What follows belongs to an exercise in optimizing a design on an open flow for small area; a production flow would make more cautious choices. The RTL was checked by simulation tests, not by an equivalence proof against the original design. No activity file was given, so power comes from the tool's default toggle rates.

==> inputs of build 24 <==
==> flow/design.v (excerpt) <==
module isp_core (
    input  wire        clk,
    input  wire        rst,
    input  wire        tick_ms,
    input  wire        cmd_valid,
    output wire        cmd_ready,
    input  wire [31:0] cmd_word,
    output reg         rsp_valid,
    input  wire        rsp_ready,
    output reg  [31:0] rsp_word,
    input  wire [7:0]  sid,
    output wire        tp_open,
    input  wire        tp_open_ack,
    output wire        tp_close,
    input  wire        tp_close_ack,
    output wire        tx_valid,
    input  wire        tx_ready,
    output wire [7:0]  tx_data,
    output wire        tx_flush,
    input  wire        tx_flush_ack,
    input  wire [7:0]  rx_avail,
    output wire        rx_rd,
    input  wire        rx_done,
    input  wire        rx_valid,
    input  wire [7:0]  rx_data,
    output reg         busy,
    output reg         done,
    output wire [3:0]  phase_o
);
clock: 16.0 ns
lec_check: 0
cap_margin: 20
core_margin: 2
core_utilization: 40
cts_buf_list: sky130_fd_sc_hd__clkbuf_4
slew_margin: 20
run.sh (not shown) runs the stock make flow with config.mk's settings and CLKGATE_MAP_FILE= SYNTH_SCRIPT=/design/flow/synth_recipe.tcl, a recipe that flattens the netlist after the stock synthesis.
==> inputs of build 77, as changes to build 24 <==
==> flow/flow/run.sh (new file) <==
#!/bin/bash
# Layout flow: the standard synthesis, an area re-mapping of its
# combinational logic (registers untouched), then the standard layout with
# small port buffers and a leaner clock tree.
set -euo pipefail
W=$(pwd)
R=$W/orfs/results/$FLOW_PLATFORM/isp_core/base
LIB=$FLOW_HOME/platforms/$FLOW_PLATFORM/lib/sky130_fd_sc_hd__tt_025C_1v80.lib

# 1. standard synthesis
bash standard.sh synth > $W/flow_synth.log 2>&1

# 2. area re-mapping of the combinational cells: a few ABC scripts in
#    parallel, keeping the smallest result
cp $R/1_2_yosys.v $W/standard_1_2_yosys.v
S[1]="+strash;&get,-n;&deepsyn,-T,60;&put;&get,-n;&dch,-f;&nf,-R,1000;&put"
S[2]="+strash;dc2;&get,-n;&deepsyn,-T,60;&put;&get,-n;&dch,-f;&nf,-R,1000;&put"
S[3]="+strash;&get,-n;&deepsyn,-T,60;&put;&get,-n;&dch;&nf,-R,1000;&put"
S[4]="+strash;dch,-f;amap;topo"
for i in 1 2 3 4; do
  RESYN_LIB=$LIB RESYN_TOP=$FLOW_TOP RESYN_IN=$W/standard_1_2_yosys.v RESYN_OUT=$W/resyn_$i.v \
  RESYN_DONT_USE="sky130_fd_sc_hd__probe_p_8 sky130_fd_sc_hd__probec_p_8 sky130_fd_sc_hd__lpflow_*" \
  RESYN_SCRIPT="${S[$i]}" \
    yosys -c $W/flow/resyn.tcl > $W/flow_resyn_$i.log 2>&1 &
done
wait
best=""; besta=""
for i in 1 2 3 4; do
  [[ -s $W/resyn_$i.v ]] || continue
  a=$(grep "Chip area for module" $W/flow_resyn_$i.log | tail -1 | awk '{print $NF}')
  [[ -n "$a" ]] || continue
  if [[ -z "$best" ]] || awk -v x=$a -v y=$besta 'BEGIN{exit !(x<y)}'; then best=$i; besta=$a; fi
done
echo "resyn areas:" $(grep -h "Chip area for module" $W/flow_resyn_*.log | awk '{print $NF}') "chosen $best ($besta)" > $W/flow_resyn_choice.log
if [[ -n "$best" ]]; then
  cp $W/resyn_$best.v $R/1_2_yosys.v
  touch $R/1_2_yosys.v
fi

# 3. the rest of the standard layout
bash standard.sh \
  BUFFER_PORTS_ARGS="-buffer_cell sky130_fd_sc_hd__buf_1" \
  CTS_ARGS="-sink_clustering_enable -repair_clock_nets -buf_list sky130_fd_sc_hd__clkbuf_4 -sink_clustering_size 8 -sink_clustering_max_diameter 50 -dont_use_dummy_load" \
  finish > $W/flow_layout.log 2>&1
==> flow/flow/resyn.tcl (new file) <==
# Area re-mapping of the standard synthesis netlist: the registers (and
# their instance names and cell types) are kept as they are; only the
# combinational cells between them are re-optimised by ABC for area.
yosys -import
proc get_seq_mods {} {
    set r {}
    foreach m [tee -q -s result.string select -list-mod sky130_fd_sc_hd__*] {
        if {[regexp {^sky130_fd_sc_hd__(s?e?df|dl[xr]|sdl)} $m]} { lappend r $m }
    }
    return $r
}
set lib  $::env(RESYN_LIB)
set top  $::env(RESYN_TOP)
set in   $::env(RESYN_IN)
set out  $::env(RESYN_OUT)

read_liberty -ignore_miss_func $lib
read_verilog $in
hierarchy -check -top $top

# sequential cells (and their instance names) stay as they are: make
# them black boxes, then flatten the combinational cells into logic
foreach m [get_seq_mods] { blackbox $m }
flatten
opt_clean -purge
check
stat -liberty $lib

set dont {}
foreach c $::env(RESYN_DONT_USE) { lappend dont -dont_use $c }
abc -liberty $lib {*}$dont -script $::env(RESYN_SCRIPT)
setundef -zero
opt_clean -purge
hilomap -singleton -hicell sky130_fd_sc_hd__conb_1 HI -locell sky130_fd_sc_hd__conb_1 LO
splitnets
opt_clean -purge
yosys rename -hide w:*.*
insbuf -buf sky130_fd_sc_hd__buf_1 A X
stat -liberty $lib
check
blackbox sky130_fd_sc_hd__*
write_verilog -noattr -nohex -nodec $out
==> flow/standard.sh (new file) <==
#!/bin/bash
# synth_recipe.tcl (not shown) runs the flow's synth.tcl, then flattens the netlist and writes it again
# the make line also repeats each setting of config.mk as NAME=value (left out here)
make -C /OpenROAD-flow-scripts/flow DESIGN_CONFIG=/design/flow/config.mk WORK_HOME=/design/flow/orfs CLKGATE_MAP_FILE= SYNTH_SCRIPT=/design/flow/synth_recipe.tcl "${@:-finish}"
- CAP_MARGIN: 20 -> 0
- CTS_BUF_LIST: sky130_fd_sc_hd__clkbuf_4 -> unset
- GPL_TIMING_DRIVEN: unset -> 0
- SLEW_MARGIN: 20 -> 0
removed: flow/run.sh
==> inputs of build 10, as changes to build 24 <==
==> flow/flow/run.sh (new file) <==
#!/bin/bash
# Layout flow: the standard synthesis, an area re-mapping of its
# combinational logic (registers untouched), then the standard layout with
# small port buffers and a leaner clock tree.
set -euo pipefail
W=$(pwd)
R=$W/orfs/results/$FLOW_PLATFORM/isp_core/base
LIB=$FLOW_HOME/platforms/$FLOW_PLATFORM/lib/sky130_fd_sc_hd__tt_025C_1v80.lib

# 1. standard synthesis
bash standard.sh synth > $W/flow_synth.log 2>&1

# 2. area re-mapping of the combinational cells: a few ABC scripts in
#    parallel, keeping the smallest result
cp $R/1_2_yosys.v $W/standard_1_2_yosys.v
S[1]="+strash;&get,-n;&deepsyn,-T,60;&put;&get,-n;&dch,-f;&nf,-R,1000;&put"
S[2]="+strash;dc2;&get,-n;&deepsyn,-T,60;&put;&get,-n;&dch,-f;&nf,-R,1000;&put"
S[3]="+strash;&get,-n;&deepsyn,-T,60;&put;&get,-n;&dch;&nf,-R,1000;&put"
S[4]="+strash;dch,-f;amap;topo"
for i in 1 2 3 4; do
  RESYN_LIB=$LIB RESYN_TOP=$FLOW_TOP RESYN_IN=$W/standard_1_2_yosys.v RESYN_OUT=$W/resyn_$i.v \
  RESYN_DONT_USE="sky130_fd_sc_hd__probe_p_8 sky130_fd_sc_hd__probec_p_8 sky130_fd_sc_hd__lpflow_*" \
  RESYN_SCRIPT="${S[$i]}" \
    yosys -c $W/flow/resyn.tcl > $W/flow_resyn_$i.log 2>&1 &
done
wait
best=""; besta=""
for i in 1 2 3 4; do
  [[ -s $W/resyn_$i.v ]] || continue
  a=$(grep "Chip area for module" $W/flow_resyn_$i.log | tail -1 | awk '{print $NF}')
  [[ -n "$a" ]] || continue
  if [[ -z "$best" ]] || awk -v x=$a -v y=$besta 'BEGIN{exit !(x<y)}'; then best=$i; besta=$a; fi
done
echo "resyn areas:" $(grep -h "Chip area for module" $W/flow_resyn_*.log | awk '{print $NF}') "chosen $best ($besta)" > $W/flow_resyn_choice.log
if [[ -n "$best" ]]; then
  cp $W/resyn_$best.v $R/1_2_yosys.v
  touch $R/1_2_yosys.v
fi

# 3. the rest of the standard layout
bash standard.sh \
  BUFFER_PORTS_ARGS="-buffer_cell sky130_fd_sc_hd__buf_1" \
  CTS_ARGS="-sink_clustering_enable -repair_clock_nets -buf_list sky130_fd_sc_hd__clkbuf_4 -sink_clustering_size 8 -sink_clustering_max_diameter 50 -dont_use_dummy_load" \
  finish > $W/flow_layout.log 2>&1
==> flow/flow/resyn.tcl (new file) <==
# Area re-mapping of the standard synthesis netlist: the registers (and
# their instance names and cell types) are kept as they are; only the
# combinational cells between them are re-optimised by ABC for area.
yosys -import
proc get_seq_mods {} {
    set r {}
    foreach m [tee -q -s result.string select -list-mod sky130_fd_sc_hd__*] {
        if {[regexp {^sky130_fd_sc_hd__(s?e?df|dl[xr]|sdl)} $m]} { lappend r $m }
    }
    return $r
}
set lib  $::env(RESYN_LIB)
set top  $::env(RESYN_TOP)
set in   $::env(RESYN_IN)
set out  $::env(RESYN_OUT)

read_liberty -ignore_miss_func $lib
read_verilog $in
hierarchy -check -top $top

# sequential cells (and their instance names) stay as they are: make
# them black boxes, then flatten the combinational cells into logic
foreach m [get_seq_mods] { blackbox $m }
flatten
opt_clean -purge
check
stat -liberty $lib

set dont {}
foreach c $::env(RESYN_DONT_USE) { lappend dont -dont_use $c }
abc -liberty $lib {*}$dont -script $::env(RESYN_SCRIPT)
setundef -zero
opt_clean -purge
hilomap -singleton -hicell sky130_fd_sc_hd__conb_1 HI -locell sky130_fd_sc_hd__conb_1 LO
splitnets
opt_clean -purge
yosys rename -hide w:*.*
insbuf -buf sky130_fd_sc_hd__buf_1 A X
stat -liberty $lib
check
blackbox sky130_fd_sc_hd__*
write_verilog -noattr -nohex -nodec $out
==> flow/standard.sh (new file) <==
#!/bin/bash
# synth_recipe.tcl (not shown) runs the flow's synth.tcl, then flattens the netlist and writes it again
# the make line also repeats each setting of config.mk as NAME=value (left out here)
make -C /OpenROAD-flow-scripts/flow DESIGN_CONFIG=/design/flow/config.mk WORK_HOME=/design/flow/orfs CLKGATE_MAP_FILE= SYNTH_SCRIPT=/design/flow/synth_recipe.tcl "${@:-finish}"
- CTS_BUF_LIST: sky130_fd_sc_hd__clkbuf_4 -> unset
- GPL_TIMING_DRIVEN: unset -> 0
removed: flow/run.sh
==> comparison <==
Of build 77 and build 10, build 77 has the higher worst hold slack (gap 0.012 ns).
In clock power, build 77 and build 10 hardly differ.
Maximum frequency, highest first: build 10, build 77, build 24.
In build 77 the cell count is lower than in build 24, by 13%.
The lowest count of clock-buffer cells in the layout belongs to build 10, the highest to build 24.
Between build 24 and build 10, the lower first-iteration DRC count is in build 24 (gap 6.9%, measured against build 10).
The highest total power belongs to build 10, the lowest to build 24.
==> figures <==
| quantity | build 24 | build 10 | build 77 |
|---|---|---|---|
| Non-clock buffering overhead in the final layout | 0.0828 | 0.0369 | 0.0401 |
| Logic depth of the worst path, buffers included | 9 | 11 | 9 |
| Run status | finished clean | finished clean | finished clean |
| Placer congestion estimate | 0.998 | 1.03 | 1.03 |
| Critical path origin | ridx[4] | ptr[1] | ridx[2] |
| Critical Path Slowest Stage Cell | sky130_fd_sc_hd__or4b_1 | sky130_fd_sc_hd__edfxtp_1 | sky130_fd_sc_hd__nor3b_1 |
| Total clock buffers created by CTS | 66 | 37 | 38 |
| Psw | 0.391 mW | 0.534 mW | 0.527 mW |
| Tightest slew margin relative to the limit | 0.225 | 0.210 | 0.103 |
| Floorplan die height | 192 microns | 179 microns | 179 microns |
| Tap cell instance count | 455 | 390 | 390 |
| Leakage power total | 5.79 nW | 4.28 nW | 4.28 nW |
| DR pass1 iterations | 10 | 10 | 14 |
| Relative area of clock buffers and inverters in the final design | 0.0514 | 0.0205 | 0.0211 |
| Max H-tree Level | 3 | 2 | 2 |
| Flip-flop and latch share of the layout cell area | 0.387 | 0.474 | 0.474 |

==> re-timing with driven ports <==
The flow's constraints put no driver on any port. The routed layouts listed below were extracted and timed again, unchanged, in two steps. Step 1: set_driving_cell puts a clkbuf_16 on clk and a buf_2 on each other input, an assumption about the parent block. Step 2 also shifts input and output timing later by t, the mid clock arrival at the registers, as if the neighbouring blocks saw the same clock. a / b / c = no drivers / after step 1 / after step 2; a / b = the first two.
run	t (ns)	slack for setup (ns)	worst hold slack (ns)	clock arrival spread, ns
build 24	0.778	8.091 / 8.042 / 7.906	0.460 / 0.460 / 0.460	0.053 / 0.053
build 77	0.682	8.156 / 8.109 / 7.943	0.464 / 0.464 / 0.464	0.105 / 0.105
build 10	0.693	8.372 / 8.326 / 7.982	0.453 / 0.453 / 0.453	0.104 / 0.105
After both steps setup and hold are still met in every run listed. The setup slack of build 10, which loses most, moves by -0.046 ns with the drivers and by -0.390 ns with both steps.
